This design comes from an exercise in tuning for small area, a short achievable clock period and few clock cycles on the open sky130 flow, not from production work.
RTL that was checked went through simulation tests only; none was proved equivalent to the original.
Only the layout flow was run in run 3; the RTL was not checked for function there.
Power and IR drop assume default switching activity.

### flow/run.sh
#!/bin/bash
# synth_recipe.tcl (not shown) runs the flow's synth.tcl, then flattens the netlist and writes it again
# the make line also repeats each setting of config.mk as NAME=value (left out here)
make -C /OpenROAD-flow-scripts/flow DESIGN_CONFIG=/design/flow/config.mk WORK_HOME=/design/flow/orfs CLKGATE_MAP_FILE= SYNTH_SCRIPT=/design/flow/synth_recipe.tcl finish
### flow/design.v
module pwm_calc #(
    parameter [31:0] OSC_HZ     = 32'd10000000,
    parameter [15:0] PRESCALE   = 16'd16,
    parameter integer RES       = 8,
    parameter [15:0] FREQ_SCALE = 16'd100
) (
    input  wire        clk,
    input  wire        rst,
    input  wire        req_valid,
    input  wire        req_write,
    input  wire [7:0]  req_off,
    input  wire [31:0] req_data,
    output reg         resp_valid,
    output reg  [1:0]  resp_code,
    output reg  [31:0] resp_data
);
    localparam [63:0] N     = OSC_HZ * FREQ_SCALE;           
    localparam [63:0] DSC   = 4 * PRESCALE;                   
    localparam integer DW   = RES + 3;                        
    localparam [63:0] K     = (2 * N) / DSC;                  
    localparam [31:0] FMIN  = (N + (DSC << RES) - 1) / (DSC << RES);  
    localparam [31:0] FMAX  = N / DSC;                        
    localparam [31:0] T1    = K / 3;
    localparam [31:0] T2    = K / 5;
    localparam [31:0] T3    = K / 7;
    localparam [31:0] T4    = K / 9;
    localparam [31:0] T16   = K / 33;
    localparam integer FW   = 22;                             
    function automatic le_const(input [31:0] x, input [31:0] c);
        integer i;
        begin
            le_const = 1'b1;
            for (i = 0; i < 32; i = i + 1)
                le_const = c[i] ? (!x[i] || le_const) : (!x[i] && le_const);
        end
    endfunction
    localparam [1:0] RESP_OKAY   = 2'd0;
    localparam [1:0] RESP_CMDERR = 2'd1;
    localparam [1:0] RESP_BUSERR = 2'd2;
    localparam [1:0] ERR_NONE    = 2'd0;
    localparam [1:0] ERR_RANGE   = 2'd1;
    localparam [1:0] ERR_NOINIT  = 2'd2;
    localparam [1:0] ERR_BADPCT  = 2'd3;
    reg [RES-1:0] period;    
    reg [DW-1:0]  duty;      
    reg [1:0]     err;
    reg           init;
    reg           duty_cur;
    reg           dv_busy;   
    reg           dv_first;  
    reg [2:0]     dv_cnt;    
    reg [FW-1:0]  dv_rem;
    reg [FW-1:0]  dv_f;
    reg [1:0]     p_code;    
    reg           du_busy;   
    reg [2:0]     du_j;      
    reg           du_b;      
    reg           du_last;   
    reg [4:0]     du_r;      
    reg [2:0]     pct_a;     
    reg [4:0]     pct_c;     
    wire off_f   = (req_off == 8'h00);
    wire off_p   = (req_off == 8'h04);
    wire off_per = (req_off == 8'h08);
    wire off_dut = (req_off == 8'h0C) || (req_off == 8'h10) || (req_off == 8'h14);
    wire mapped  = (req_off[1:0] == 2'b00) && (req_off <= 8'h28);
    wire f_in_range = !le_const(req_data, FMIN - 1) && le_const(req_data, FMAX);
    wire pct_ok     = le_const(req_data, 32'd100);
    wire stall = req_write ? ((off_f && (dv_busy || du_busy)) ||
                              (off_p && (du_busy || (dv_busy && !dv_first))))
                           : ((off_per && dv_busy) || (off_dut && du_busy));
    wire       rd_ok = !req_write && (req_off[7:6] == 2'b00) && (req_off[1:0] == 2'b00);
    reg [23:0] rd_word;
    always @(*) begin
        case (req_off[5:2])
            4'd2:    rd_word = {{(24-RES){1'b0}}, period};
            4'd3:    rd_word = {{(24-DW){1'b0}}, duty};
            4'd4:    rd_word = {{(24-DW+2){1'b0}}, duty[DW-1:2]};
            4'd5:    rd_word = {22'd0, duty[1:0]};
            4'd6:    rd_word = {20'd0, duty_cur, init, err};
            4'd7:    rd_word = OSC_HZ[23:0];
            4'd8:    rd_word = {8'd0, PRESCALE};
            4'd9:    rd_word = RES;
            4'd10:   rd_word = {8'd0, FREQ_SCALE};
            default: rd_word = 24'd0;
        endcase
    end
    always @(*) begin
        resp_valid = req_valid && !stall;
        resp_data  = {8'd0, rd_ok ? rd_word : 24'd0};
        resp_code[1] = !mapped || (req_write && !off_f && !off_p);
        resp_code[0] = req_write && ((off_f && !f_in_range) ||
                                     (off_p && (!init || !pct_ok)));
    end
    wire accept = req_valid && !stall;
    wire do_f   = accept && req_write && off_f;
    wire do_p   = accept && req_write && off_p;
    wire ge1  = le_const(req_data, T1);
    wire ge2  = le_const(req_data, T2);
    wire ge3  = le_const(req_data, T3);
    wire ge4  = le_const(req_data, T4);
    wire ge16 = le_const(req_data, T16);
    wire [24:0] h_full = (K[24:0] - {3'b0, req_data[FW-1:0]}) >> 1;
    wire [FW:0]   dv_sh   = {dv_rem, period[RES-1]};
    wire [FW+1:0] dv_diff = {1'b0, dv_sh} - {2'b0, dv_f};
    wire          dv_fit  = !dv_diff[FW+1];
    wire [5:0] du_c12  = {1'b0, pct_c} + 6'd12;
    wire [6:0] du_c212 = {1'b0, pct_c, 1'b0} + 7'd12;
    wire [6:0] du_k    = du_last ? (du_b ? du_c212 : {1'b0, du_c12})
                                 : (du_b ? {2'b0, pct_c} : 7'd0);
    wire [3:0] du_a    = (du_last && du_b) ? {pct_a, 1'b0} :
                         (du_last || du_b) ? {1'b0, pct_a} : 4'd0;
    wire [6:0] du_t    = {1'b0, du_r, 1'b0} + du_k;            
    wire [2:0] du_q    = (du_t >= 7'd100) ? 3'd4 : (du_t >= 7'd75) ? 3'd3 :
                         (du_t >= 7'd50)  ? 3'd2 : (du_t >= 7'd25) ? 3'd1 : 3'd0;
    wire [6:0] du_rn   = du_t - du_q * 7'd25;
    wire [DW-1:0] du_x  = {duty[DW-2:0], 1'b0} + {{(DW-4){1'b0}}, du_a};
    wire [DW-4:0] du_xi = du_x[DW-1:3] + 1'b1;
    wire [3:0]    du_lo = {1'b0, du_x[2:0]} + {1'b0, du_q};
    wire [DW-1:0] du_qn = {du_lo[3] ? du_xi : du_x[DW-1:3], du_lo[2:0]};
    wire [6:0] pct_in = req_data[6:0];
    wire [2:0] pa_in  = (pct_in >= 7'd100) ? 3'd4 : (pct_in >= 7'd75) ? 3'd3 :
                        (pct_in >= 7'd50)  ? 3'd2 : (pct_in >= 7'd25) ? 3'd1 : 3'd0;
    wire [4:0] pc_in  = pct_in - pa_in * 7'd25;
    wire [2:0] p_top  = (p_code == 2'd3) ? 3'd7 : (p_code == 2'd2) ? 3'd3 :
                        (p_code == 2'd1) ? 3'd1 : 3'd0;
    wire       p_one  = (p_code == 2'd0);
    wire       p_topb = period[p_top] && !p_one;
    wire [2:0] p_next = p_one ? 3'd0 : p_top - 1'b1;
    wire [2:0] b_idx  = du_busy ? du_j - 1'b1 : p_next;
    always @(posedge clk) begin
        if (dv_busy) begin
            dv_rem <= dv_fit ? dv_diff[FW-1:0] : dv_sh[FW-1:0];
            dv_cnt <= dv_cnt - 1'b1;
        end else begin
            dv_rem <= ge16 ? {{(FW-17){1'b0}}, h_full[24:8]} : {1'b0, h_full[24:4]};
            dv_cnt <= ge16 ? 3'd7 : 3'd3;
            dv_f   <= req_data[FW-1:0];
        end
        if (du_busy) begin
            du_r    <= du_rn[4:0];
            du_j    <= du_j - 1'b1;
            du_last <= (du_j == 3'd1);
        end else begin
            du_r  <= (p_topb && !dv_busy) ? pc_in : 5'd0;
            du_j  <= dv_busy ? p_top : p_next;
            du_last <= dv_busy ? 1'b0 : (p_next == 3'd0);
            pct_a <= pa_in;
            pct_c <= pc_in;
        end
        du_b <= dv_busy ? dv_fit : period[b_idx];
    end
    always @(posedge clk) begin
        if (rst) begin
            period   <= {RES{1'b0}};
            duty     <= {DW{1'b0}};
            err      <= ERR_NONE;
            init     <= 1'b0;
            duty_cur <= 1'b0;
            dv_busy  <= 1'b0;
            dv_first <= 1'b0;
            du_busy  <= 1'b0;
        end else begin
            if (dv_busy) begin
                period   <= {period[RES-2:0], dv_fit};
                dv_first <= 1'b0;
                if (dv_cnt == 3'd0) dv_busy <= 1'b0;
            end
            if (du_busy) begin
                duty <= du_qn;
                if (du_last) du_busy <= 1'b0;
            end
            if (do_f) begin
                if (!f_in_range) begin
                    err <= ERR_RANGE;
                end else begin
                    err      <= ERR_NONE;
                    init     <= 1'b1;
                    duty_cur <= 1'b0;
                    if (!ge4) begin
                        period <= {{(RES-2){1'b0}}, ge2, ge1 ^ ge2 ^ ge3};
                        p_code <= {1'b0, ge2};
                    end else begin
                        period   <= ge16 ? h_full[7:0] : {h_full[3:0], 4'b0};
                        dv_busy  <= 1'b1;
                        dv_first <= 1'b1;
                        p_code   <= ge16 ? 2'd3 : 2'd2;
                    end
                end
            end
            if (do_p) begin
                if (!init) begin
                    err <= ERR_NOINIT;
                end else if (!pct_ok) begin
                    err <= ERR_BADPCT;
                end else begin
                    err      <= ERR_NONE;
                    duty_cur <= 1'b1;
                    du_busy  <= 1'b1;
                    duty <= (p_topb && !dv_busy) ? {{(DW-3){1'b0}}, pa_in} : {DW{1'b0}};
                end
            end
        end
    end
endmodule
### flow/constraint.sdc
create_clock -name core_clock -period 8.0 [get_ports {clk}]
set_input_delay 1.6000 -clock core_clock [delete_from_list [all_inputs] [get_ports {clk}]]
set_output_delay 1.6000 -clock core_clock [all_outputs]
set_load 0.01 [all_outputs]
### flow/config.mk
export PLATFORM = sky130hd
export DESIGN_NAME = pwm_calc
export DESIGN_NICKNAME = pwm_calc
export VERILOG_FILES = /design/flow/design.v
export SDC_FILE = /design/flow/constraint.sdc
export NUM_CORES = 4
export LEC_CHECK = 0
export ABC_AREA = 1
export CAP_MARGIN = 20
export CORE_MARGIN = 2
export CORE_UTILIZATION = 40
export CTS_BUF_LIST = sky130_fd_sc_hd__clkbuf_4 sky130_fd_sc_hd__clkbuf_8
export SETUP_SLACK_MARGIN = 3.4
export SLEW_MARGIN = 20
==> results of run 1 <==
[worst reg2reg max path: cells and delay by family, from the launching register on]
| kind | cells | cell delay [ps] |
|---|---|---|
| compound gates | 4 | 510 |
| xor+xnor | 2 | 320 |
| fa+ha+maj | 4 | 1110 |
| buf+inv | 6 | 440 |
| flops | 1 | 390 |
| simple gates | 12 | 1400 |
[layer usage]
| layer | GRT usage, % | vias up | part of all wire (%) | routed length [microns] |
|---|---|---|---|---|
| li1 | - | 4275 | - | - |
| met1 | 30.64 | 3807 | 46 | 11220 |
| met2 | 35.53 | 277 | 46 | 11030 |
| met3 | 2.638 | 40 | 5.6 | 1355 |
| met4 | 5.619 | 0 | 2.3 | 544 |
| met5 | 0 | - | 0 | 0 |
[kinds of logic after synthesis]
kind of cell               after synthesis  synth area share (%)
adders and majority gates               63                 9.949
muxes                                    1                0.1195
DFF                                     93                 26.05
other                                    1               0.04477
AOI/OAI and AO/OA                      262                 18.24
xor gates and xnor gates                42                 4.392
and+or+nand+nor                        535                 29.31
buffers and inverters                  234                 11.89
[layout by cell type (no fill, tap or decap), types with 10 or more instances in the layout]
master | netlist | routed
sky130_fd_sc_hd__nand2_1 | 254 | 245
sky130_fd_sc_hd__inv_1 | 176 | 159
sky130_fd_sc_hd__nor2_1 | 113 | 100
sky130_fd_sc_hd__a21oi_1 | 96 | 88
sky130_fd_sc_hd__o21ai_0 | 83 | 75
sky130_fd_sc_hd__nand3_1 | 72 | 70
sky130_fd_sc_hd__dfxtp_1 | 61 | 59
sky130_fd_sc_hd__ha_1 | 57 | 54
sky130_fd_sc_hd__buf_4 | 20 | 53
sky130_fd_sc_hd__edfxtp_1 | 32 | 32
sky130_fd_sc_hd__xor2_1 | 31 | 31
sky130_fd_sc_hd__inv_2 | 10 | 23
sky130_fd_sc_hd__nand4_1 | 21 | 21
sky130_fd_sc_hd__o21ai_1 | 13 | 19
sky130_fd_sc_hd__nor2_4 | 6 | 16
sky130_fd_sc_hd__conb_1 | 1 | 16
sky130_fd_sc_hd__dlygate4sd2_1 | 0 | 14
sky130_fd_sc_hd__buf_2 | 9 | 14
sky130_fd_sc_hd__buf_6 | 3 | 13
sky130_fd_sc_hd__nor3_1 | 15 | 12
sky130_fd_sc_hd__a21oi_2 | 2 | 10
sky130_fd_sc_hd__xnor2_1 | 11 | 10
sky130_fd_sc_hd__clkdlybuf4s15_2 | 0 | 10
sky130_fd_sc_hd__clkdlybuf4s50_1 | 0 | 10
[power by group through the flow]
stage               registers, mW  clock network [mW]  logic (mW)
CTS                         0.531               0.361       0.343
detailed placement          0.542                   0       0.327
global placement            0.541                   0       0.327
global route                0.534               0.379       0.405
floorplan                   0.537                   0       0.242
finish                      0.530               0.354       0.361
[final cells by class]
class                           instances  area (sq um)
Fill cell                            2029         10250
Multi-Input combinational cell        919          5574
Sequential cell                        93          2190
Timing Repair Buffer                  126          1070
Inverter                              188         733.2
Tap cell                              270         337.8
Clock buffer                            9         123.9
Clock inverter                          7         90.09
[registers in the layout, indices dropped and copies added (netlist names)]
signal / count
du_b: 1
du_busy: 1
du_j: 3
du_last: 1
du_r: 5
duty: 11
duty_cur: 1
dv_busy: 1
dv_cnt: 3
dv_f: 22
dv_first: 1
dv_rem: 22
err: 2
init: 1
p_code: 2
pct_a: 3
pct_c: 5
period: 8
[final timing paths]
| path | from | end | slack (ps) |
|---|---|---|---|
| worst max-delay path | req_data[9] | resp_code[0] | 3350 |
| worst min register to register | dv_cnt[0] | dv_cnt[0] | 390 |
| worst max register to register | du_last | du_r[4] | 3700 |
| worst min-delay path | dv_cnt[0] | dv_cnt[0] | 390 |
[repair_timing]
item,4_1_cts,5_1_grt
pin swaps,20,21
resized for setup,200,79
hold endpoints to repair,0,0
setup endpoints to repair,19,23
setup buffers,36,24
==> impl_metrics.prom, run 1 <==
# TYPE chip_impl_metric gauge
chip_impl_info{name="status",value="complete, no violations"} 1
chip_impl_metric{name="ys_types",unit=""} 70
chip_impl_info{name="worst_hold_class",value="reg2reg"} 1
chip_impl_metric{name="drt_first_iter_violations",unit=""} 613
chip_impl_metric{name="nNetsFinal",unit=""} 1444
chip_impl_info{name="synth_area_leader_cell",value="sky130_fd_sc_hd__dfxtp_1"} 1
chip_impl_metric{name="yosys.area.top_type_share",unit="%"} 14.58
chip_impl_metric{name="critPathMaxStageDelay",unit="ps"} 400
chip_impl_info{name="cts.root.buffer_cell",value="sky130_fd_sc_hd__clkbuf_8"} 1
chip_impl_metric{name="grt_pass1_vias",unit=""} 7729
chip_impl_metric{name="power.net_switching",unit="mW"} 0.4181
chip_impl_metric{name="p_leak",unit="nW"} 4.687
chip_impl_info{name="critical_path.cell_chain",value="dlygate4sd2_1 > nand2_1 > inv_1 > nand3_1 > nor2_1 > nor2_2 > nand3b_1 > nand2_1 > a21oi_2 > buf_2"} 1
chip_impl_metric{name="first_pass_iters",unit=""} 6
chip_impl_info{name="worstSetupStartpointType",value="input port"} 1
chip_impl_info{name="cts_tree",value="yes"} 1
chip_impl_metric{name="fin_setup_tns",unit="ps"} 0
chip_impl_metric{name="final.hold.worst_slack",unit="ps"} 391.5
chip_impl_metric{name="grt_max_degree",unit=""} 45
chip_impl_metric{name="power.switching_fraction",unit="%"} 33.60
chip_impl_metric{name="ctsHoldBuffers",unit=""} 0
chip_impl_metric{name="dieHeight",unit="microns"} 148.7
chip_impl_metric{name="start_util",unit="%"} 41.13
chip_impl_metric{name="areaGrowthSynthToFinish",unit="%"} 20.81
chip_impl_metric{name="worst_pin_slew",unit="ps"} 916.0
chip_impl_metric{name="final_layout_size_suffix_gt1_share",unit="%"} 18.33
chip_impl_metric{name="hpwl",unit="mm"} 18.12
chip_impl_metric{name="syn_inst",unit=""} 1231
chip_impl_metric{name="die_w",unit="microns"} 148.7
chip_impl_metric{name="final_area",unit="sq um"} 10120
chip_impl_metric{name="cts_sinks",unit=""} 93
chip_impl_metric{name="synthesis.yosys.warnings",unit=""} 1
chip_impl_metric{name="cp_num_cells",unit=""} 10
chip_impl_metric{name="clock.fmax",unit="MHz"} 215.2
chip_impl_metric{name="final.period_utilization",unit="%"} 58.08
chip_impl_metric{name="cp.required",unit="ps"} 6400
chip_impl_metric{name="critical_path.max_fanout",unit=""} 7
chip_impl_metric{name="remaining_antenna_violation_count",unit=""} 0
chip_impl_metric{name="post_synth.cell_area_avg",unit="sq um"} 6.804
chip_impl_metric{name="die_ar",unit="sq um"} 22110
chip_impl_metric{name="drv.max_cap_violation_count",unit=""} 0
chip_impl_metric{name="finish.cell_count_without_fillers",unit=""} 1612
chip_impl_metric{name="num_antenna_cells",unit=""} 0
chip_impl_metric{name="vias_per_cell",unit=""} 5.210
chip_impl_metric{name="power_frac_clock",unit="%"} 28.4
chip_impl_metric{name="hold_path_depth",unit=""} 1
chip_impl_metric{name="report.final.slew_viol_count",unit=""} 0
chip_impl_metric{name="timing.final.ws_setup",unit="ps"} 3353
chip_impl_info{name="rsz0062_at_grt",value="yes"} 1
chip_impl_metric{name="routed-via-count",unit=""} 8399
chip_impl_info{name="synth_top_cells_by_area",value="sky130_fd_sc_hd__dfxtp_1 15%, sky130_fd_sc_hd__edfxtp_1 11%, sky130_fd_sc_hd__nand2_1 11%, sky130_fd_sc_hd__ha_1 8.5%, sky130_fd_sc_hd__inv_1 7.9%"} 1
chip_impl_metric{name="core",unit="sq um"} 20360
chip_impl_metric{name="drt_wl_total",unit="mm"} 24.15
chip_impl_metric{name="critPathArrivalTime",unit="ps"} 3050
chip_impl_metric{name="combinationalPowerShare",unit="%"} 29.0
chip_impl_info{name="synthMostInstantiatedCell",value="sky130_fd_sc_hd__nand2_1"} 1
chip_impl_metric{name="min_period",unit="ps"} 4647
chip_impl_metric{name="placed_cells_incl_taps",unit=""} 1536
chip_impl_metric{name="cts_buffers",unit=""} 9
chip_impl_info{name="timing_worst_setup_path_type",value="in2out"} 1
chip_impl_info{name="synth_top_cells_by_count",value="254 x sky130_fd_sc_hd__nand2_1, 176 x sky130_fd_sc_hd__inv_1, 113 x sky130_fd_sc_hd__nor2_1"} 1
chip_impl_info{name="critPathCaptureType",value="output port"} 1
chip_impl_metric{name="preCtsSetupSlack",unit="ps"} 2003
chip_impl_metric{name="postSynthRegisterBits",unit=""} 93
chip_impl_metric{name="finalSetupViolations",unit=""} 0
chip_impl_metric{name="async_flop_share",unit="%"} 0
chip_impl_metric{name="ios",unit=""} 79
chip_impl_metric{name="rows",unit=""} 52
chip_impl_metric{name="synth.cell_area",unit="sq um"} 8376
chip_impl_metric{name="cts.htree.levels",unit=""} 3
chip_impl_info{name="crit_top_cell",value="sky130_fd_sc_hd__nand2_1"} 1
chip_impl_info{name="ys.flop_type",value="sky130_fd_sc_hd__dfxtp_1"} 1
chip_impl_metric{name="synth.yosys.seq_area_share",unit="%"} 26.05
chip_impl_metric{name="drc",unit=""} 0
chip_impl_metric{name="clk-insertion-delay-late",unit="ps"} 380
chip_impl_metric{name="cts.path.max_buffers",unit=""} 2
chip_impl_metric{name="ir_worst_vdd",unit="uV"} 83.29
chip_impl_metric{name="gp_routability_congestion",unit=""} 0.9331
chip_impl_metric{name="timing.max_slew.rel_slack",unit="%"} 38.86
chip_impl_info{name="slowest_stage",value="sky130_fd_sc_hd__dlygate4sd2_1"} 1
chip_impl_metric{name="hold_violation_count_in_the_final_report",unit=""} 0
chip_impl_metric{name="power-per-cell-area",unit="nW/um^2"} 123.0
chip_impl_metric{name="synth_enable_flop_cells",unit=""} 32
chip_impl_metric{name="grt_first_pass_wirelength",unit="mm"} 38.71
chip_impl_metric{name="grt_overflow",unit=""} 0
chip_impl_metric{name="finClkSkew",unit="ps"} 13.73
chip_impl_metric{name="p_seq_share",unit="%"} 42.6
chip_impl_metric{name="place_area",unit="sq um"} 9135
chip_impl_metric{name="post_drt_wl_per_cell",unit="microns"} 14.98
chip_impl_metric{name="worstRegToRegCells",unit=""} 28
chip_impl_metric{name="p_total",unit="mW"} 1.244
chip_impl_metric{name="clock_slew_at_reported_path_ffs",unit="ps"} 90
chip_impl_metric{name="cellInternalPower",unit="mW"} 0.8263
chip_impl_metric{name="layout.core_utilization",unit="%"} 49.69
chip_impl_metric{name="critical_path_buf_inv_count",unit=""} 3
chip_impl_metric{name="initial_antenna_violation_count",unit=""} 0
chip_impl_info{name="critical-path-top-delay-family",value="simple AND/OR/NAND/NOR gates"} 1
chip_impl_metric{name="buffer_ports.inserted",unit=""} 62
chip_impl_metric{name="track_usage",unit="%"} 21.78
Testbench counts, summed over its fixed seeds: cycles 8,596.
==> inputs of run 2 (changes only) <==
--- a/flow/config.mk
+++ b/flow/config.mk
@@ -7,3 +7,2 @@
 export LEC_CHECK = 0
-export ABC_AREA = 1
 export CAP_MARGIN = 20
==> run 2 against run 1 <==
  * Still clean
  * Count of clock-buffer cells in the layout increased by 2
  * Via count shrank 15%
  * Combinational power decreased by 12%
  * Routed wire length fell by 16%
  * Global-route usage decreased by 2.1 points
  * Total power is 6.3% lower
  * Register-to-register slack better by 70 ps
  * Sequential share of layout area is 2.3 points higher
  * Non-clock buffer count is 37 lower
  * Critical endpoint unchanged
==> impl_metrics.prom, run 2 <==
# TYPE chip_impl_metric gauge
chip_impl_info{name="status",value="complete, no violations"} 1
chip_impl_info{name="cts.root.buffer_cell",value="sky130_fd_sc_hd__clkbuf_8"} 1
chip_impl_metric{name="p_leak",unit="nW"} 3.750
chip_impl_info{name="timing_worst_setup_path_type",value="in2out"} 1
chip_impl_metric{name="drt_first_iter_violations",unit=""} 585
chip_impl_metric{name="final.period_utilization",unit="%"} 59.41
chip_impl_metric{name="drv.max_cap_violation_count",unit=""} 0
chip_impl_metric{name="synth.cell_area",unit="sq um"} 7876
chip_impl_metric{name="synth_enable_flop_cells",unit=""} 32
chip_impl_metric{name="hold_violation_count_in_the_final_report",unit=""} 0
chip_impl_metric{name="synthesis.yosys.warnings",unit=""} 1
chip_impl_metric{name="clk-insertion-delay-late",unit="ps"} 400
chip_impl_metric{name="track_usage",unit="%"} 19.71
chip_impl_metric{name="post_synth.cell_area_avg",unit="sq um"} 8.004
chip_impl_metric{name="worst_pin_slew",unit="ps"} 1037
chip_impl_metric{name="routed-via-count",unit=""} 7135
chip_impl_metric{name="nNetsFinal",unit=""} 1137
chip_impl_metric{name="cts.path.max_buffers",unit=""} 2
chip_impl_metric{name="syn_inst",unit=""} 984
chip_impl_metric{name="final_layout_size_suffix_gt1_share",unit="%"} 14.69
chip_impl_info{name="r2r_start",value="pct_c[2]"} 1
chip_impl_metric{name="timing.max_slew.rel_slack",unit="%"} 30.50
chip_impl_info{name="hold_path_startpoint",value="dv_cnt[0]"} 1
chip_impl_metric{name="filler_cell_count",unit=""} 1990
chip_impl_metric{name="clock_slew_at_reported_path_ffs",unit="ps"} 90
chip_impl_metric{name="vias_per_cell",unit=""} 5.488
chip_impl_metric{name="first_pass_iters",unit=""} 5
chip_impl_metric{name="finalSetupViolations",unit=""} 0
chip_impl_metric{name="final.hold.worst_slack",unit="ps"} 394.0
chip_impl_metric{name="ir_worst_vdd",unit="uV"} 93.94
chip_impl_metric{name="remaining_antenna_violation_count",unit=""} 0
chip_impl_info{name="synthMostInstantiatedCell",value="sky130_fd_sc_hd__nor2_1"} 1
chip_impl_metric{name="die_w",unit="microns"} 144.3
chip_impl_metric{name="cts_sinks",unit=""} 93
chip_impl_metric{name="die_ar",unit="sq um"} 20830
chip_impl_metric{name="drt_wl_total",unit="mm"} 20.34
chip_impl_metric{name="num_antenna_cells",unit=""} 0
chip_impl_metric{name="fin_setup_tns",unit="ps"} 0
chip_impl_info{name="synth_top_cells_by_area",value="sky130_fd_sc_hd__dfxtp_1 16%, sky130_fd_sc_hd__edfxtp_1 12%, sky130_fd_sc_hd__ha_1 9.1%, sky130_fd_sc_hd__xnor2_1 4.8%, sky130_fd_sc_hd__nor2_1 4.3%"} 1
chip_impl_metric{name="async_flop_share",unit="%"} 0
chip_impl_info{name="critPathCaptureType",value="output port"} 1
chip_impl_info{name="worst_hold_class",value="reg2reg"} 1
chip_impl_metric{name="buffer_ports.inserted",unit=""} 62
chip_impl_metric{name="grt_overflow",unit=""} 0
chip_impl_info{name="worstSetupStartpoint",value="req_data[0]"} 1
chip_impl_metric{name="ys_types",unit=""} 77
chip_impl_metric{name="postSynthRegisterBits",unit=""} 93
chip_impl_info{name="worstSetupStartpointType",value="input port"} 1
chip_impl_metric{name="cts.htree.levels",unit=""} 3
chip_impl_metric{name="grt_first_pass_wirelength",unit="mm"} 32.80
chip_impl_info{name="final_common_cell",value="sky130_fd_sc_hd__nand2_1"} 1
chip_impl_info{name="synth_top_cells_by_count",value="90 x sky130_fd_sc_hd__nor2_1, 83 x sky130_fd_sc_hd__nand2_1, 70 x sky130_fd_sc_hd__inv_1"} 1
chip_impl_metric{name="power-per-cell-area",unit="nW/um^2"} 127.6
chip_impl_metric{name="rows",unit=""} 51
chip_impl_metric{name="gp_routability_congestion",unit=""} 0.8791
chip_impl_info{name="cts_tree",value="yes"} 1
chip_impl_metric{name="start_util",unit="%"} 40.60
chip_impl_metric{name="ios",unit=""} 79
chip_impl_info{name="synth_area_leader_cell",value="sky130_fd_sc_hd__dfxtp_1"} 1
chip_impl_metric{name="hpwl",unit="mm"} 14.95
chip_impl_metric{name="yosys.area.top_type_share",unit="%"} 15.50
chip_impl_info{name="rsz0062_at_grt",value="yes"} 1
chip_impl_metric{name="clock.fmax",unit="MHz"} 210.4
chip_impl_info{name="ys.flop_type",value="sky130_fd_sc_hd__dfxtp_1"} 1
chip_impl_metric{name="post_drt_wl_per_cell",unit="microns"} 15.64
chip_impl_metric{name="cts_buffers",unit=""} 9
chip_impl_metric{name="drc",unit=""} 0
chip_impl_metric{name="dieHeight",unit="microns"} 144.3
chip_impl_metric{name="min_period",unit="ps"} 4753
chip_impl_metric{name="grt_max_degree",unit=""} 48
chip_impl_metric{name="cp.required",unit="ps"} 6400
chip_impl_metric{name="critical_path.max_fanout",unit=""} 8
chip_impl_metric{name="grt_pass1_vias",unit=""} 6509
chip_impl_metric{name="report.final.slew_viol_count",unit=""} 0
chip_impl_metric{name="critPathArrivalTime",unit="ps"} 3150
chip_impl_metric{name="finClkSkew",unit="ps"} 12.38
chip_impl_info{name="top_regs",value="dv_f (22), dv_rem (22), duty (11)"} 1
chip_impl_metric{name="initial_antenna_violation_count",unit=""} 0
chip_impl_metric{name="core",unit="sq um"} 19400
chip_impl_metric{name="synth.yosys.seq_area_share",unit="%"} 27.70
chip_impl_info{name="layout.cells.most_common_list",value="82 x sky130_fd_sc_hd__nand2_1, 80 x sky130_fd_sc_hd__nor2_1, 66 x sky130_fd_sc_hd__inv_1, 62 x sky130_fd_sc_hd__a21oi_1, 58 x sky130_fd_sc_hd__dfxtp_1"} 1
chip_impl_metric{name="areaGrowthSynthToFinish",unit="%"} 16.06
run 2: changes by cell type in the layout (fill, tap and decap cells not counted), sizes merged, moves of 17 or more:
cell and delta:
inv -116, nand2b +17, a21oi -31, nand2 -178
nand3 -43, buf -25, mux2i +23, o21ai -51
xnor2 +32, nor2 -36
run 2: worst max-delay path: stages:
cell	delay (ps)
sky130_fd_sc_hd__buf_4	150
sky130_fd_sc_hd__inv_4	70
sky130_fd_sc_hd__ha_4	150
sky130_fd_sc_hd__ha_4	130
sky130_fd_sc_hd__nor2b_1	50
sky130_fd_sc_hd__o21ai_1	180
sky130_fd_sc_hd__a21oi_2	100
sky130_fd_sc_hd__o21ai_2	140
sky130_fd_sc_hd__a21oi_2	80
sky130_fd_sc_hd__o311a_1	350
sky130_fd_sc_hd__buf_2	150
run 2: where the power goes:
| part | total (mW) | switching, mW | internal (mW) | leakage [nW] |
|---|---|---|---|---|
| Clock | 0.312 | 0.182 | 0.130 | 0.0996 |
| Combinational | 0.318 | 0.181 | 0.136 | 2.82 |
| Sequential | 0.536 | 0.0209 | 0.515 | 0.834 |
run 2: per-stage QoR:
step	setup slack [ps]	total power [mW]	util, %	instance area (sq um)	cells
2_1_floorplan	3427	0.7750	-	7934	999
3_3_place_gp	1959	0.8499	44.23	8579	1262
3_5_place_dp	1925	0.8524	44.23	8579	1262
4_1_cts	3244	1.169	45.93	8910	1291
5_1_grt	3194	1.234	47.12	9141	1300
6_report	3247	1.166	47.12	9141	1300
run 2: repair_timing:
action | CTS | global route
pin swaps | 24 | 18
setup endpoints to repair | 26 | 23
resized for setup | 224 | 54
hold buffers | 0 | 0
setup buffers | 13 | 9
run 2: layout make-up:
cell class                 instances  area, sq um  area share [%]
inverter                          71        274.0           2.998
timing repair buffer              89        699.4           7.651
clock inverter                     5        33.78          0.3696
clock buffer                      11        151.4           1.656
tap                              265        331.6           3.627
multi-input combinational        766         5460           59.73
sequential                        93         2191           23.97
run 2: cells by family (layout without fill, tap and decap cells):
family | after synthesis | count (layout) | share of synthesized area [%]
other cells | 1 | 16 | 0.04761
flops | 93 | 93 | 27.70
xor+xnor | 64 | 64 | 7.117
buf+inv | 140 | 176 | 7.816
compound gates | 255 | 255 | 21.21
mux | 36 | 36 | 5.052
fa+ha+maj | 63 | 63 | 10.58
simple gates | 332 | 332 | 20.48
run 2: layer usage:
layer / wire length [microns] / part of all wire, % / track usage, %
met2: 9066 / 45 / 30.43
met1: 10050 / 49 / 28.93
met5: 0 / 0 / 0
met4: 312 / 1.5 / 5.212
met3: 906 / 4.5 / 2.583
run 2: path summary, 6_finish.rpt:
path | slack, ps | cells after the start | to
min reg2reg | 390 | 1 | dv_cnt[0]
max | 3250 | 11 | resp_code[0]
min | 390 | 1 | dv_cnt[0]
max reg2reg | 3770 | 18 | du_r[4]
==> inputs of run 3 (changes only) <==
--- a/flow/design.v
+++ b/flow/design.v
@@ -29,7 +29,15 @@
     function automatic le_const(input [31:0] x, input [31:0] c);
-        integer i;
+        reg [31:0] lt, eq;
+        integer i, l;
         begin
-            le_const = 1'b1;
-            for (i = 0; i < 32; i = i + 1)
-                le_const = c[i] ? (!x[i] || le_const) : (!x[i] && le_const);
+            for (i = 0; i < 32; i = i + 1) begin
+                lt[i] = !x[i] && c[i];
+                eq[i] = (x[i] == c[i]);
+            end
+            for (l = 0; l < 5; l = l + 1)
+                for (i = 0; i < (16 >> l); i = i + 1) begin
+                    lt[i] = lt[2 * i + 1] || (eq[2 * i + 1] && lt[2 * i]);
+                    eq[i] = eq[2 * i + 1] && eq[2 * i];
+                end
+            le_const = lt[0] || eq[0];
         end
==> run 3 against run 2 <==
  * Critical endpoint unchanged
  * Combinational power grew 5%
  * Total power is 2.9% higher
  * Global-route usage grew 0.29 points
  * Register-to-register slack got worse by 70 ps
  * Die area grew 3.6%
  * Largest cell class unchanged
  * Fmax fell by 5.3%
  * Sequential cell count did not move
  * Clock power up 6.4%
  * Non-clock buffer count rose by 28
==> impl_metrics.prom, run 3 <==
# TYPE chip_impl_metric gauge
chip_impl_info{name="status",value="complete, no violations"} 1
chip_impl_metric{name="clock_slew_at_reported_path_ffs",unit="ps"} 110
chip_impl_info{name="timing_worst_setup_path_type",value="in2out"} 1
chip_impl_metric{name="buffer_ports.inserted",unit=""} 62
chip_impl_info{name="cts_tree",value="yes"} 1
chip_impl_metric{name="finalSetupViolations",unit=""} 0
chip_impl_metric{name="track_usage",unit="%"} 20.00
chip_impl_metric{name="cp_num_cells",unit=""} 9
chip_impl_metric{name="critPathMaxStageDelay",unit="ps"} 500
chip_impl_metric{name="hold_violation_count_in_the_final_report",unit=""} 0
chip_impl_metric{name="final_area",unit="sq um"} 9545
chip_impl_metric{name="placed_cells_incl_taps",unit=""} 1263
chip_impl_metric{name="initial_antenna_violation_count",unit=""} 1
chip_impl_metric{name="synth.cell_area",unit="sq um"} 8164
chip_impl_info{name="critPathCaptureType",value="output port"} 1
chip_impl_metric{name="layout.core_utilization",unit="%"} 47.48
chip_impl_metric{name="min_period",unit="ps"} 5016
chip_impl_metric{name="final_layout_size_suffix_gt1_share",unit="%"} 17.94
chip_impl_metric{name="dieHeight",unit="microns"} 146.9
chip_impl_metric{name="remaining_antenna_violation_count",unit=""} 0
chip_impl_metric{name="clock.fmax",unit="MHz"} 199.4
chip_impl_metric{name="die_w",unit="microns"} 146.9
chip_impl_metric{name="routed-via-count",unit=""} 7339
chip_impl_metric{name="worstRegToRegCells",unit=""} 20
chip_impl_metric{name="hpwl",unit="mm"} 15.67
chip_impl_metric{name="final.hold.worst_slack",unit="ps"} 408.9
chip_impl_metric{name="first_pass_iters",unit=""} 5
chip_impl_metric{name="drt_wl_total",unit="mm"} 21.51
chip_impl_info{name="synth_top_cells_by_count",value="84 x sky130_fd_sc_hd__nand2_1, 84 x sky130_fd_sc_hd__nor2_1, 70 x sky130_fd_sc_hd__a21oi_1"} 1
chip_impl_metric{name="preCtsSetupSlack",unit="ps"} 1848
chip_impl_metric{name="finClkSkew",unit="ps"} 20.10
chip_impl_metric{name="report.final.slew_viol_count",unit=""} 0
chip_impl_metric{name="timing.final.ws_setup",unit="ps"} 2984
chip_impl_metric{name="yosys.area.top_type_share",unit="%"} 14.96
chip_impl_metric{name="synth_enable_flop_cells",unit=""} 32
chip_impl_metric{name="power-per-cell-area",unit="nW/um^2"} 125.8
chip_impl_metric{name="ctsHoldBuffers",unit=""} 0
chip_impl_metric{name="worst_pin_slew",unit="ps"} 1065
chip_impl_metric{name="grt_max_degree",unit=""} 58
chip_impl_metric{name="grt_first_pass_wirelength",unit="mm"} 35.13
chip_impl_metric{name="nNetsFinal",unit=""} 1160
chip_impl_info{name="slowest_stage",value="sky130_fd_sc_hd__dlygate4sd2_1"} 1
chip_impl_metric{name="finish.cell_count_without_fillers",unit=""} 1330
chip_impl_metric{name="drt_first_iter_violations",unit=""} 435
chip_impl_metric{name="post_drt_wl_per_cell",unit="microns"} 16.17
chip_impl_metric{name="cts.htree.levels",unit=""} 3
chip_impl_info{name="layout.cells.most_common_list",value="81 x sky130_fd_sc_hd__nand2_1, 79 x sky130_fd_sc_hd__nor2_1, 67 x sky130_fd_sc_hd__a21oi_1, 59 x sky130_fd_sc_hd__inv_1, 58 x sky130_fd_sc_hd__dfxtp_1"} 1
chip_impl_info{name="final_common_cell",value="sky130_fd_sc_hd__nand2_1"} 1
chip_impl_metric{name="critical_path_buf_inv_count",unit=""} 2
chip_impl_metric{name="hold_path_depth",unit=""} 1
chip_impl_info{name="worstSetupStartpointType",value="input port"} 1
chip_impl_metric{name="postSynthRegisterBits",unit=""} 93
chip_impl_metric{name="timing.max_slew.rel_slack",unit="%"} 28.75
chip_impl_metric{name="fin_setup_tns",unit="ps"} 0
chip_impl_metric{name="critical_path.max_fanout",unit=""} 8
chip_impl_metric{name="drc",unit=""} 0
chip_impl_metric{name="p_total",unit="mW"} 1.201
chip_impl_metric{name="clk-insertion-delay-late",unit="ps"} 400
chip_impl_metric{name="gp_routability_congestion",unit=""} 0.8834
chip_impl_metric{name="synthesis.yosys.warnings",unit=""} 1
chip_impl_metric{name="syn_inst",unit=""} 985
chip_impl_metric{name="grt_overflow",unit=""} 0
chip_impl_metric{name="cts.path.max_buffers",unit=""} 2
chip_impl_metric{name="die_ar",unit="sq um"} 21570
chip_impl_metric{name="core",unit="sq um"} 20100
chip_impl_metric{name="vias_per_cell",unit=""} 5.518
chip_impl_info{name="synth_top_cells_by_area",value="sky130_fd_sc_hd__dfxtp_1 15%, sky130_fd_sc_hd__edfxtp_1 12%, sky130_fd_sc_hd__ha_1 8.6%, sky130_fd_sc_hd__mux2i_1 5.4%, sky130_fd_sc_hd__a21oi_1 4.3%"} 1
chip_impl_metric{name="async_flop_share",unit="%"} 0
chip_impl_info{name="rsz0062_at_grt",value="yes"} 1
chip_impl_metric{name="critPathArrivalTime",unit="ps"} 3420
chip_impl_metric{name="ios",unit=""} 79
chip_impl_metric{name="post_synth.cell_area_avg",unit="sq um"} 8.288
chip_impl_metric{name="place_area",unit="sq um"} 8876
chip_impl_metric{name="grt_pass1_vias",unit=""} 6958
chip_impl_info{name="worst_hold_class",value="reg2reg"} 1
chip_impl_metric{name="ys_types",unit=""} 88
chip_impl_metric{name="rows",unit=""} 52
chip_impl_info{name="cts.root.buffer_cell",value="sky130_fd_sc_hd__clkbuf_8"} 1
chip_impl_metric{name="cp.required",unit="ps"} 6400
chip_impl_metric{name="cts_buffers",unit=""} 9
chip_impl_metric{name="ir_worst_vdd",unit="uV"} 97.67
chip_impl_info{name="critical-path-top-delay-family",value="compound AO/OA/AOI/OAI gates"} 1
chip_impl_info{name="synth_area_leader_cell",value="sky130_fd_sc_hd__dfxtp_1"} 1
chip_impl_metric{name="final.period_utilization",unit="%"} 62.70
chip_impl_metric{name="synth.yosys.seq_area_share",unit="%"} 26.73
chip_impl_metric{name="areaGrowthSynthToFinish",unit="%"} 16.92
chip_impl_metric{name="drv.max_cap_violation_count",unit=""} 0
chip_impl_info{name="top_regs",value="dv_f (22), dv_rem (22), duty (11)"} 1
chip_impl_info{name="ys.flop_type",value="sky130_fd_sc_hd__dfxtp_1"} 1
chip_impl_info{name="critical_path.cell_chain",value="dlygate4sd2_1 > nor2_4 > o21ai_0 > a41o_1 > a211oi_2 > a211o_2 > nor2b_4 > o21ba_4 > buf_6"} 1
chip_impl_metric{name="p_leak",unit="nW"} 3.979
chip_impl_metric{name="start_util",unit="%"} 40.61
chip_impl_metric{name="cts_sinks",unit=""} 93
==> run 3: cell count changes in the layout (fill, tap and decap cells not counted), moves of 7 or more <==
cell                       change
sky130_fd_sc_hd__a211oi_1      +7
sky130_fd_sc_hd__mux2i_1      +19
sky130_fd_sc_hd__inv_1         -7
sky130_fd_sc_hd__nor3_1       -14
sky130_fd_sc_hd__buf_4        +24
sky130_fd_sc_hd__o211ai_1      -8
sky130_fd_sc_hd__nand3_1      -11
==> run 3: power by group <==
group	internal, mW	total (mW)	switching, mW
logic	0.149	0.335	0.186
clock network	0.124	0.332	0.208
registers	0.516	0.534	0.0185
==> run 3: cell type report <==
class | instances | area, sq um
fillers | 1951 | 10560
multi-input cells | 771 | 5653
flip-flops and latches | 93 | 2186
repair buffers | 117 | 923.4
well taps | 270 | 337.8
inverters | 62 | 239.0
clock buffers | 9 | 123.9
clock inverters | 7 | 80.08
diodes | 1 | 2.502
==> run 3: repair_timing <==
action	in CTS	in global routing
setup buffers	41	9
setup endpoints to repair	24	27
gates resized for setup	213	42
pin swaps	22	17
hold endpoints to repair	0	0
==> run 3: metal layers <==
| layer | part of all wire, % | track usage, % | vias up |
|---|---|---|---|
| met1 | 45 | 26.06 | 3467 |
| li1 | - | - | 3660 |
| met5 | 0 | 0 | - |
| met3 | 4.8 | 3.261 | 25 |
| met4 | 1.7 | 5.631 | 0 |
| met2 | 48 | 34.32 | 187 |
==> run 3: logic make-up (layout without fill, tap and decap cells) <==
logic type,after synthesis,after routing,synth area share (%)
and+or+nand+nor,311,311,19.22
xor gates and xnor gates,65,65,7.065
adders and majority gates,62,62,10.05
other,1,17,0.04593
AOI/OAI and AO/OA,264,264,22.38
DFF,93,93,26.73
muxes,53,53,6.912
buffers and inverters,136,195,7.601
==> run 3: worst paths after layout <==
kind	slack, ps	start	to
min reg2reg	410	dv_cnt[0]	dv_cnt[0]
min	410	dv_cnt[0]	dv_cnt[0]
max	2980	req_data[7]	resp_code[0]
max reg2reg	3700	pct_c[2]	du_r[4]
==> inputs of run 4 (changes only) <==
--- a/flow/design.v
+++ b/flow/design.v
@@ -29,15 +29,7 @@
     function automatic le_const(input [31:0] x, input [31:0] c);
-        reg [31:0] lt, eq;
-        integer i, l;
+        integer i;
         begin
-            for (i = 0; i < 32; i = i + 1) begin
-                lt[i] = !x[i] && c[i];
-                eq[i] = (x[i] == c[i]);
-            end
-            for (l = 0; l < 5; l = l + 1)
-                for (i = 0; i < (16 >> l); i = i + 1) begin
-                    lt[i] = lt[2 * i + 1] || (eq[2 * i + 1] && lt[2 * i]);
-                    eq[i] = eq[2 * i + 1] && eq[2 * i];
-                end
-            le_const = lt[0] || eq[0];
+            le_const = 1'b1;
+            for (i = 0; i < 32; i = i + 1)
+                le_const = c[i] ? (!x[i] || le_const) : (!x[i] && le_const);
         end
==> flow/flow/run.sh (new file) <==
#!/bin/bash
# Layout flow: the standard flow (standard.sh), unchanged except that
# the slow high-stack OR/AND gates (or3, or4, and4 and their inverted-input
# forms) are added to the platform's don't-use list, so that synthesis and
# repair build those functions from faster NAND/NOR gates. Registers,
# floorplan, power grid, placement, CTS and routing are the standard flow's.
set -euo pipefail
W=$(pwd)
base=$(make -s -C "$FLOW_HOME" DESIGN_CONFIG="$W/config.mk" WORK_HOME="$W/orfs_vars" \
    print-DONT_USE_CELLS 2>/dev/null | sed -n 's/^DONT_USE_CELLS: //p')
rm -rf "$W/orfs_vars"
[ -n "$base" ]
extra=""
for c in or3_1 or3_2 or3_4 or3b_1 or3b_2 or3b_4 or4_1 or4_2 or4_4 or4b_1 or4b_2 or4b_4 \
         or4bb_1 or4bb_2 or4bb_4 and4_1 and4_2 and4_4 and4b_1 and4b_2 and4b_4 \
         and4bb_1 and4bb_2 and4bb_4; do
    extra="$extra sky130_fd_sc_hd__$c"
done
printf '%s\n' "$base$extra" > "$W/dont_use.txt"
# same make command as standard.sh, with the longer don't-use list
sed "s#^make -C \(.*\) \"\\\${@:-finish}\"#make -C \1 DONT_USE_CELLS=\"\$(cat $W/dont_use.txt)\" \"\${@:-finish}\"#" \
    "$W/standard.sh" > "$W/my_standard.sh"
grep -q "dont_use.txt" "$W/my_standard.sh"
bash "$W/my_standard.sh" > "$W/flow_make.log" 2>&1
==> flow/standard.sh (new file) <==
#!/bin/bash
# synth_recipe.tcl (not shown) runs the flow's synth.tcl, then flattens the netlist and writes it again
# the make line also repeats each setting of config.mk as NAME=value (left out here)
make -C /OpenROAD-flow-scripts/flow DESIGN_CONFIG=/design/flow/config.mk WORK_HOME=/design/flow/orfs CLKGATE_MAP_FILE= SYNTH_SCRIPT=/design/flow/synth_recipe.tcl "${@:-finish}"
removed: flow/run.sh
==> run 4 against run 3 <==
  * Largest power group is now combinational cells
  * Count of clock-buffer cells in the layout grew 3
  * Via count down 2.8%
  * Area after synthesis down 2.7%
==> impl_metrics.prom, run 4 <==
# TYPE chip_impl_metric gauge
chip_impl_info{name="status",value="complete, no violations"} 1
chip_impl_metric{name="grt_overflow",unit=""} 0
chip_impl_metric{name="syn_inst",unit=""} 989
chip_impl_metric{name="p_leak",unit="nW"} 3.830
chip_impl_metric{name="drt_wl_total",unit="mm"} 20.92
chip_impl_metric{name="finClkSkew",unit="ps"} 12.84
chip_impl_metric{name="grt_first_pass_wirelength",unit="mm"} 34.09
chip_impl_info{name="synthMostInstantiatedCell",value="sky130_fd_sc_hd__nor2_1"} 1
chip_impl_metric{name="drv.max_cap_violation_count",unit=""} 0
chip_impl_metric{name="synth.cell_area",unit="sq um"} 7940
chip_impl_metric{name="critical_path.max_fanout",unit=""} 5
chip_impl_metric{name="dieHeight",unit="microns"} 144.9
chip_impl_info{name="ys.flop_type",value="sky130_fd_sc_hd__dfxtp_1"} 1
chip_impl_metric{name="start_util",unit="%"} 40.80
chip_impl_metric{name="fin_setup_tns",unit="ps"} 0
chip_impl_metric{name="buffer_ports.inserted",unit=""} 62
chip_impl_metric{name="final_layout_size_suffix_gt1_share",unit="%"} 15.63
chip_impl_metric{name="drc",unit=""} 0
chip_impl_metric{name="critPathMaxStageDelay",unit="ps"} 360
chip_impl_info{name="timing_worst_setup_path_type",value="in2out"} 1
chip_impl_metric{name="clock.fmax",unit="MHz"} 211.1
chip_impl_info{name="crit_top_cell",value="sky130_fd_sc_hd__ha_4"} 1
chip_impl_metric{name="synthesis.yosys.warnings",unit=""} 1
chip_impl_info{name="slowest_stage",value="sky130_fd_sc_hd__o311a_1"} 1
chip_impl_info{name="cts.root.buffer_cell",value="sky130_fd_sc_hd__clkbuf_8"} 1
chip_impl_info{name="synth_top_cells_by_area",value="sky130_fd_sc_hd__dfxtp_1 15%, sky130_fd_sc_hd__edfxtp_1 12%, sky130_fd_sc_hd__ha_1 9.0%, sky130_fd_sc_hd__nor2_1 4.8%, sky130_fd_sc_hd__xnor2_1 4.6%"} 1
chip_impl_metric{name="postSynthRegisterBits",unit=""} 93
chip_impl_metric{name="final_area",unit="sq um"} 9269
chip_impl_metric{name="grt_pass1_vias",unit=""} 6725
chip_impl_metric{name="clk-insertion-delay-late",unit="ps"} 390
chip_impl_info{name="synth_top_cells_by_count",value="101 x sky130_fd_sc_hd__nor2_1, 94 x sky130_fd_sc_hd__nand2_1, 68 x sky130_fd_sc_hd__inv_1"} 1
chip_impl_metric{name="synth.yosys.seq_area_share",unit="%"} 27.48
chip_impl_metric{name="ys_types",unit=""} 82
chip_impl_info{name="critPathCaptureType",value="output port"} 1
chip_impl_metric{name="ios",unit=""} 79
chip_impl_metric{name="clock_slew_at_reported_path_ffs",unit="ps"} 100
chip_impl_metric{name="core",unit="sq um"} 19460
chip_impl_metric{name="async_flop_share",unit="%"} 0
chip_impl_info{name="final_common_cell",value="sky130_fd_sc_hd__nor2_1"} 1
chip_impl_metric{name="gp_routability_congestion",unit=""} 0.8333
chip_impl_metric{name="worst_pin_slew",unit="ps"} 778.6
chip_impl_metric{name="initial_antenna_violation_count",unit=""} 0
chip_impl_metric{name="drt_first_iter_violations",unit=""} 524
chip_impl_metric{name="final.period_utilization",unit="%"} 59.22
chip_impl_metric{name="synth_enable_flop_cells",unit=""} 32
chip_impl_info{name="top_regs",value="dv_f (22), dv_rem (22), duty (11)"} 1
chip_impl_metric{name="critPathArrivalTime",unit="ps"} 3140
chip_impl_metric{name="cts.htree.levels",unit=""} 3
chip_impl_metric{name="cts.path.max_buffers",unit=""} 2
chip_impl_metric{name="power-per-cell-area",unit="nW/um^2"} 165.9
chip_impl_metric{name="cts_buffers",unit=""} 9
chip_impl_info{name="cts_tree",value="yes"} 1
chip_impl_info{name="rsz0062_at_grt",value="yes"} 1
chip_impl_metric{name="final.hold.worst_slack",unit="ps"} 389.6
chip_impl_metric{name="cp.required",unit="ps"} 6400
chip_impl_metric{name="filler_cell_count",unit=""} 1957
chip_impl_metric{name="post_drt_wl_per_cell",unit="microns"} 15.92
chip_impl_metric{name="first_pass_iters",unit=""} 5
chip_impl_metric{name="rows",unit=""} 51
chip_impl_metric{name="min_period",unit="ps"} 4737
chip_impl_info{name="synth_area_leader_cell",value="sky130_fd_sc_hd__dfxtp_1"} 1
chip_impl_info{name="worstSetupStartpointType",value="input port"} 1
chip_impl_metric{name="num_antenna_cells",unit=""} 0
chip_impl_info{name="layout.cells.most_common_list",value="96 x sky130_fd_sc_hd__nor2_1, 92 x sky130_fd_sc_hd__nand2_1, 63 x sky130_fd_sc_hd__inv_1, 62 x sky130_fd_sc_hd__a21oi_1, 58 x sky130_fd_sc_hd__dfxtp_1"} 1
chip_impl_metric{name="remaining_antenna_violation_count",unit=""} 0
chip_impl_metric{name="timing.max_slew.rel_slack",unit="%"} 47.93
chip_impl_metric{name="routed-via-count",unit=""} 7130
chip_impl_metric{name="place_area",unit="sq um"} 8626
chip_impl_metric{name="grt_max_degree",unit=""} 65
chip_impl_metric{name="vias_per_cell",unit=""} 5.426
chip_impl_metric{name="finalSetupViolations",unit=""} 0
chip_impl_metric{name="hold_violation_count_in_the_final_report",unit=""} 0
chip_impl_metric{name="ir_worst_vdd",unit="uV"} 72.50
chip_impl_metric{name="post_synth.cell_area_avg",unit="sq um"} 8.028
chip_impl_metric{name="yosys.area.top_type_share",unit="%"} 15.38
chip_impl_metric{name="die_ar",unit="sq um"} 20990
chip_impl_info{name="critical_path.cell_chain",value="buf_12 > clkinv_8 > ha_4 > ha_4 > nor2b_1 > o21ai_1 > a21oi_1 > o21bai_1 > a21oi_2 > o311a_1 > buf_2"} 1
chip_impl_metric{name="die_w",unit="microns"} 144.9
chip_impl_metric{name="cts_sinks",unit=""} 93
chip_impl_metric{name="nNetsFinal",unit=""} 1151
chip_impl_metric{name="track_usage",unit="%"} 20.41
chip_impl_metric{name="hpwl",unit="mm"} 15.12
chip_impl_info{name="worst_hold_class",value="reg2reg"} 1
chip_impl_metric{name="areaGrowthSynthToFinish",unit="%"} 16.73
chip_impl_metric{name="report.final.slew_viol_count",unit=""} 0
chip_impl_metric{name="layout.core_utilization",unit="%"} 47.62
## run 4: metrics by stage
| step | setup slack (ps) | total power [mW] | instances |
|---|---|---|---|
| global placement | 1971 | 1.108 | 1265 |
| CTS | 3290 | 1.528 | 1303 |
| global route | 3208 | 1.650 | 1314 |
| floorplan | 3472 | 0.9948 | 1004 |
| detailed placement | 1932 | 1.115 | 1265 |
| finish | 3263 | 1.538 | 1314 |
## run 4: kinds of logic after synthesis
group	after synthesis	synth area share, %
buffers and inverters	139	7.721
multiplexers	40	5.515
XOR/XNOR	63	7.044
adder cells (fa/ha/maj)	63	10.49
AND/OR/NAND/NOR	338	20.25
AO/OA/AOI/OAI	252	21.45
flip-flops	93	27.48
other	1	0.04723
## run 4: report_power, final
group          leakage, nW  internal [mW]  switching (mW)
clock                0.130          0.228           0.175
combinational         2.86          0.269           0.330
sequential           0.842          0.515          0.0207
total                 3.83           1.01           0.526
## run 4: path summary, 6_finish.rpt
| check | startpoint | to | slack, ps | depth (start not counted) |
|---|---|---|---|---|
| hold / removal | dv_cnt[0] | dv_cnt[0] | 390 | 1 |
| setup reg to reg | pct_c[2] | duty[8] | 3700 | 20 |
| hold reg to reg | dv_cnt[0] | dv_cnt[0] | 390 | 1 |
| setup / recovery | req_data[0] | resp_code[0] | 3260 | 11 |
## run 4: what timing repair did
item	CTS	global route
setup buffers	22	11
hold buffers	0	0
cloned	0	0
endpoints found under the setup margin	24	23
pin swaps	23	16
resized for setup	227	38
## run 4: cell type report
cell class              instances  area (sq um)  share of cell area, %
multi-input cells             772          5440                  58.69
flip-flops and latches         93          2191                  23.64
repair buffers                 99         775.7                  8.369
well taps                     265         331.6                  3.577
inverters                      69         276.5                  2.983
clock buffers                  12         158.9                  1.714
clock inverters                 4         95.09                  1.026
## run 4: critical path, delay by kind of cell
kind,cells,cell delay [ps]
buf+inv,3,300
simple gates,1,40
fa+ha+maj,2,280
compound gates,5,910
## run 4: layer usage
metal  vias up  wire, microns  GRT usage, %
met4         0            345         5.672
met2       167           9205         31.41
met1      3337          10570         29.87
met5         -              0             0
met3        26            792         2.764
li1       3600              -             -
Testbench counts of run 4, summed over its fixed seeds: cycles 8,596.

[static timing again, ports no longer ideal]
The flow's constraints put no driver on any port. The routed layouts listed below were extracted and timed again, unchanged, in two steps. Step 1 assumes that a clkbuf_16 drives the clock port and a buf_2 every other input. Step 2 also shifts input and output timing later by t, the mid clock arrival at the registers, as if the neighbouring blocks saw the same clock. Slacks: no drivers / after step 1 / after step 2; pairs: no drivers / after step 1.
| run | t, ns | setup slack, ns | worst setup path at the end |
|---|---|---|---|
| run 1 | 0.418 | 3.353 / 3.282 / 3.063 | input to register |
| run 2 | 0.438 | 3.247 / 3.202 / 3.202 | input to output |
| run 3 | 0.426 | 2.984 / 2.966 / 2.966 | input to output |
| run 4 | 0.425 | 3.263 / 3.204 / 3.204 | input to output |
After both steps setup and hold are still met in every run listed. For run 1, which loses most, drivers alone change the setup slack by -0.071 ns; drivers and shift together by -0.290 ns.
